This design comes from an exercise in tuning for small area on the open sky130 flow, not from production work. The RTL was checked by simulation tests, not by an equivalence proof against the original design. Power is estimated from default activity; no workload was simulated.

## fsx
module fsx #(
    parameter integer F_CLK_HZ = 400
) (
    input  wire        clk,
    input  wire        rst,
    input  wire        rx_valid,
    input  wire [7:0]  rx_data,
    input  wire        chan_fail,
    output reg         tx_valid,
    output reg  [7:0]  tx_data,
    input  wire        tx_ready,
    input  wire        h_we,
    input  wire [4:0]  h_addr,
    input  wire [15:0] h_wdata,
    output reg  [15:0] h_rdata,
    output wire        irq,
    output wire        link_fail,
    input  wire [31:0] cfg_preamble,         
    input  wire [7:0]  cfg_addr_main,
    input  wire [7:0]  cfg_addr_remote,
    input  wire [7:0]  cfg_addr_pump,
    input  wire [7:0]  cfg_cmd_set,
    input  wire [7:0]  cfg_cmd_telem,
    input  wire [8:0]  cfg_telem_frame_len,  
    input  wire [7:0]  cfg_off_pwatt,
    input  wire [7:0]  cfg_off_prpm,
    input  wire [3:0]  cfg_off_eq1,          
    input  wire [3:0]  cfg_off_eq2,          
    input  wire [3:0]  cfg_off_hour,         
    input  wire [3:0]  cfg_off_min,          
    input  wire [7:0]  cfg_off_wtemp,        
    input  wire [7:0]  cfg_off_atemp,        
    input  wire [71:0] cfg_feature_id        
);
    localparam integer TIMEOUT_TICKS = 5 * F_CLK_HZ;
    function [10:0] lfsr_step(input [10:0] s);
        lfsr_step = {s[9:0], s[10] ^ s[8]};
    endfunction
    function [10:0] lfsr_after(input integer n);
        integer i;
        reg [10:0] s;
        begin
            s = 11'h001;
            for (i = 0; i < n; i = i + 1)
                s = lfsr_step(s);
            lfsr_after = s;
        end
    endfunction
    localparam [10:0] T_SEED = 11'h001;
    localparam [10:0] T_END  = lfsr_after(TIMEOUT_TICKS + 1);
    localparam [1:0] RS_HUNT = 2'd0, RS_HDR = 2'd1, RS_PAY = 2'd2, RS_CK = 2'd3;
    localparam [1:0] DS_IDLE = 2'd0, DS_TX = 2'd1, DS_WAIT = 2'd2;
    reg        rx_en, ie_done, ie_err;
    reg        lfail;                       
    reg [1:0]  rs;
    reg        m1, m2, m3;                  
    reg [7:0]  cnt;                         
    reg [7:0]  f_dst, f_src, f_cmd, f_len;
    reg [15:0] sum;
    reg [7:0]  c_eq1;
  ...
For scale: roughly 1900 cells after synthesis, roughly 410 flip-flops, about 260 I/O pins.
clock: 10.0 ns
lec_check: 0
cap_margin: 20
core_margin: 2
core_utilization: 55
cts_buf_list: sky130_fd_sc_hd__clkbuf_8
cts_cluster_diameter: 60
cts_cluster_size: 16
slew_margin: 20
standard.sh (not shown) runs the stock make flow with config.mk's settings and CLKGATE_MAP_FILE= SYNTH_SCRIPT=/design/flow/synth_recipe.tcl, a recipe that flattens the netlist after the stock synthesis.
==> flow/flow/run.sh <==
#!/bin/bash
set -euo pipefail
export BUFFER_PORTS_ARGS="-buffer_cell sky130_fd_sc_hd__buf_1"
bash standard.sh finish > flow_make.log 2>&1
The starting point went through all stages and came out clean.
Edit:
==> flow/run.sh (new file) <==
#!/bin/bash
# synth_recipe.tcl (not shown) runs the flow's synth.tcl, then flattens the netlist and writes it again
# the make line also repeats each setting of config.mk as NAME=value (left out here)
make -C /OpenROAD-flow-scripts/flow DESIGN_CONFIG=/design/flow/config.mk WORK_HOME=/design/flow/orfs CLKGATE_MAP_FILE= SYNTH_SCRIPT=/design/flow/synth_recipe.tcl finish
Settings changed: CORE_UTILIZATION 55 to 25, CTS_BUF_LIST sky130_fd_sc_hd__clkbuf_8 to unset, CTS_CLUSTER_DIAMETER 60 to unset, CTS_CLUSTER_SIZE 16 to unset.
removed: flow/flow/run.sh
removed: flow/standard.sh
Outcome:
- The changed run went through all stages and came out clean
- setup slack gets worse by 0.72 ns
- count of clock-buffer cells in the layout is higher by 15
- sequential cell count is unchanged
- non-clock buffer count is higher by 8
- synthesized cell count does not change
Edit:
==> flow/flow/run.sh (new file) <==
#!/bin/bash
set -euo pipefail
export BUFFER_PORTS_ARGS="-buffer_cell sky130_fd_sc_hd__buf_1"
bash standard.sh finish > flow_make.log 2>&1
==> flow/standard.sh (new file) <==
#!/bin/bash
# synth_recipe.tcl (not shown) runs the flow's synth.tcl, then flattens the netlist and writes it again
# the make line also repeats each setting of config.mk as NAME=value (left out here)
make -C /OpenROAD-flow-scripts/flow DESIGN_CONFIG=/design/flow/config.mk WORK_HOME=/design/flow/orfs CLKGATE_MAP_FILE= SYNTH_SCRIPT=/design/flow/synth_recipe.tcl "${@:-finish}"
Settings changed: CORE_UTILIZATION 25 to 55, CTS_BUF_LIST set to sky130_fd_sc_hd__clkbuf_8.
removed: flow/run.sh
Result: Sequential power hardly moves; fmax goes up by 9.5%; routed wire length goes down by about 9%; worst setup slack improved by 0.73 ns; area after synthesis is unchanged.

========
Setup of north:
Another version of the RTL of fsx (not shown whole).
Size: ~1,600 cells after synthesis, about 420 flip-flops, about 260 I/O pins.
Settings: LEC_CHECK=0, CAP_MARGIN=20, CORE_MARGIN=2, CORE_UTILIZATION=55, SLEW_MARGIN=20; clock period 10.0 ns.
==> flow/flow/run.sh <==
#!/bin/bash
# Own layout flow: the standard ORFS flow (standard.sh) with three changes:
#  1. synthesis is synth_recipe.tcl unchanged, except that ORFS's single ABC call
#     gets an area-oriented ABC script (flow/area.abc) in place of the speed one;
#     registers are mapped before ABC, so they are the standard synthesis's;
#  2. port buffers use the smallest buffer cell (every port still gets one);
#  3. CTS without dummy clock loads.
# Every tool's output goes to logs in this folder (flow_make.log, ORFS logs under orfs/logs).
set -euo pipefail
W=$(pwd)
export BUFFER_PORTS_ARGS="-buffer_cell sky130_fd_sc_hd__buf_1"
export CTS_ARGS="-sink_clustering_enable -repair_clock_nets -sink_clustering_size ${FSX_CTS_SIZE:-28} -sink_clustering_max_diameter ${FSX_CTS_DIAM:-80} -buf_list sky130_fd_sc_hd__clkbuf_16 -dont_use_dummy_load"
cat > "$W/flow_synth.tcl" <<EOT
proc abc {args} {
  set i [lsearch -exact \$args -script]
  if {\$i >= 0} { set args [lreplace \$args [expr {\$i + 1}] [expr {\$i + 1}] {$W/flow/area.abc}] }
  yosys abc {*}\$args
}
source {$W/synth_recipe.tcl}
EOT
sed "s#SYNTH_SCRIPT=[^ ]*#SYNTH_SCRIPT=$W/flow_synth.tcl#" standard.sh > own_standard.sh
grep -q "SYNTH_SCRIPT=$W/flow_synth.tcl" own_standard.sh
bash own_standard.sh finish > flow_make.log 2>&1
==> flow/flow/area.abc <==
strash
&get -n
&deepsyn -J 40 -T 600
&put
strash
&get -n
&dch -f
&nf -R 1000 -p -F 10 -C 32
&put
north: full flow OK, the timing, design-rule and antenna checks passed
[inputs] south vs north
- CORE_UTILIZATION changed from 55 to 70
- PLACE_DENSITY newly set to 0.8
- GPL_TIMING_DRIVEN newly set to 0
diff --git a/flow/flow/run.sh b/flow/flow/run.sh
--- a/flow/flow/run.sh
+++ b/flow/flow/run.sh
@@ -10,5 +10,5 @@
 W=$(pwd)
 export BUFFER_PORTS_ARGS="-buffer_cell sky130_fd_sc_hd__buf_1"
-export CTS_ARGS="-sink_clustering_enable -repair_clock_nets -sink_clustering_size ${FSX_CTS_SIZE:-28} -sink_clustering_max_diameter ${FSX_CTS_DIAM:-80} -buf_list sky130_fd_sc_hd__clkbuf_16 -dont_use_dummy_load"
+export CTS_ARGS="-sink_clustering_enable -repair_clock_nets -sink_clustering_size ${FSX_CTS_SIZE:-16} -sink_clustering_max_diameter ${FSX_CTS_DIAM:-60} -buf_list sky130_fd_sc_hd__clkbuf_8 -dont_use_dummy_load"
 cat > "$W/flow_synth.tcl" <<EOT
 proc abc {args} {
==> summary.txt <==
Looking only at post-detailed-routing wire length, and setting everything else aside, the higher value of south and north goes to north. Final worst hold slack: south > north. | design area | south vs north | 150 um^2 lower |. From north to south the numbers moved as follows: multi-input gate share of total cell area went up by 0.44 points, synthesis-to-finish area growth went down by 0.80 points, share of synthesized area occupied by flip-flops and latches was more or less identical. Compare south and north | sequential portion of the cell area lower: north. Last element of the critical path = h_rdata[10]: north; last element of the critical path = seq[15]: south. Diff south..north | combinational power share | negligible. Compared south vs north, and internal cell power is down in south.
Input changes introduced in east (baseline for comparison: south):
- clearing PLACE_DENSITY, which used to be 0.8
- swapping 70 for 55 in CORE_UTILIZATION
- clearing GPL_TIMING_DRIVEN, which used to be 0
diff --git a/flow/flow/run.sh b/flow/flow/run.sh
--- a/flow/flow/run.sh
+++ b/flow/flow/run.sh
@@ -1,9 +1,11 @@
 #!/bin/bash
-# Own layout flow: the standard ORFS flow (standard.sh) with three changes:
+# Own layout flow: the standard ORFS flow (standard.sh) with these changes:
 #  1. synthesis is synth_recipe.tcl unchanged, except that ORFS's single ABC call
 #     gets an area-oriented ABC script (flow/area.abc) in place of the speed one;
 #     registers are mapped before ABC, so they are the standard synthesis's;
 #  2. port buffers use the smallest buffer cell (every port still gets one);
-#  3. CTS without dummy clock loads.
+#  3. CTS without dummy clock loads;
+#  4. adders are left to ABC (ADDER_MAP_FILE empty) instead of being mapped to
+#     full/half-adder cells before it.
 # Every tool's output goes to logs in this folder (flow_make.log, ORFS logs under orfs/logs).
 set -euo pipefail
@@ -19,5 +21,6 @@
 source {$W/synth_recipe.tcl}
 EOT
-sed "s#SYNTH_SCRIPT=[^ ]*#SYNTH_SCRIPT=$W/flow_synth.tcl#" standard.sh > own_standard.sh
+sed -e "s#SYNTH_SCRIPT=[^ ]*#SYNTH_SCRIPT=$W/flow_synth.tcl#" -e "s#CLKGATE_MAP_FILE= #CLKGATE_MAP_FILE= ADDER_MAP_FILE= #" standard.sh > own_standard.sh
 grep -q "SYNTH_SCRIPT=$W/flow_synth.tcl" own_standard.sh
+grep -q "ADDER_MAP_FILE= " own_standard.sh
 bash own_standard.sh finish > flow_make.log 2>&1
Notes after the runs:
- east | status: complete | timing, DRC, antenna: pass
- Compared with south, east shows detailed-route wire length per cell that has gone down slightly.
- Vias: east below south
- Route | east vs south | wire longer in east
- [compare] base=south new=east: fraction of power consumed by combinational cells fell by 3.4 points, cell count after synthesis down 60, total power of the final layout -4.2%.
--- input diff east..west ---
diff --git a/flow/flow/run.sh b/flow/flow/run.sh
--- a/flow/flow/run.sh
+++ b/flow/flow/run.sh
@@ -12,5 +12,5 @@
 W=$(pwd)
 export BUFFER_PORTS_ARGS="-buffer_cell sky130_fd_sc_hd__buf_1"
-export CTS_ARGS="-sink_clustering_enable -repair_clock_nets -sink_clustering_size ${FSX_CTS_SIZE:-16} -sink_clustering_max_diameter ${FSX_CTS_DIAM:-60} -buf_list sky130_fd_sc_hd__clkbuf_8 -dont_use_dummy_load"
+export CTS_ARGS="-sink_clustering_enable -repair_clock_nets -sink_clustering_size ${FSX_CTS_SIZE:-20} -sink_clustering_max_diameter ${FSX_CTS_DIAM:-45} -buf_list sky130_fd_sc_hd__clkbuf_8 -dont_use_dummy_load"
 cat > "$W/flow_synth.tcl" <<EOT
 proc abc {args} {
==> summary.txt <==
Per the final summary, west finished and its layout is clean on timing, DRC and antenna.
Between east and west, the flow reports count of nets after finishing increasing slightly.
[diff] minimum setup slack in the final design, west relative to east: improvement
Power density relative to cell area delta for west relative to east: 2.4% higher
In the reports for east and west, the smaller total track usage belongs to east.
According to the power report, total power for west is higher than for east.
In west relative to east, total detailed-routing wirelength had gone up slightly.

==> re-timing with driven ports <==
The flow's constraints put no driver on any port. The routed layouts listed below were extracted and timed again, unchanged, in two steps.
Step 1 (the two cells are an assumption about what drives the block):
set clk [get_ports {clk}]
set_driving_cell -lib_cell sky130_fd_sc_hd__clkbuf_16 $clk
set_driving_cell -lib_cell sky130_fd_sc_hd__buf_2 [delete_from_list [all_inputs] $clk]
Step 2, shift: input delay + t, output delay - t, t = (earliest + latest rising clock arrival at the registers) / 2. This alone moves slack from input paths to output paths.
Three values: no drivers, after step 1, after step 2; two values: the first two.
run | t, ns | setup slack, ns | pins driven straight from the clock port
the first run of note 1 | 0.645 | 2.263 / 2.237 / 2.237 | 1
the second run of note 1 | 0.645 | 1.543 / 1.519 / 1.519 | 1
the third run of note 1 | 0.653 | 2.274 / 2.247 / 2.247 | 1
north | 0.573 | 3.105 / 3.084 / 3.084 | 1
south | 0.585 | 2.086 / 2.100 / 1.515 | 1
east | 0.591 | 3.223 / 3.249 / 2.659 | 1
west | 0.616 | 3.248 / 3.274 / 2.658 | 1
After both steps every run listed still meets setup and hold. The setup slack of west, which loses most, moves by +0.026 ns with the drivers and by -0.590 ns with both steps.
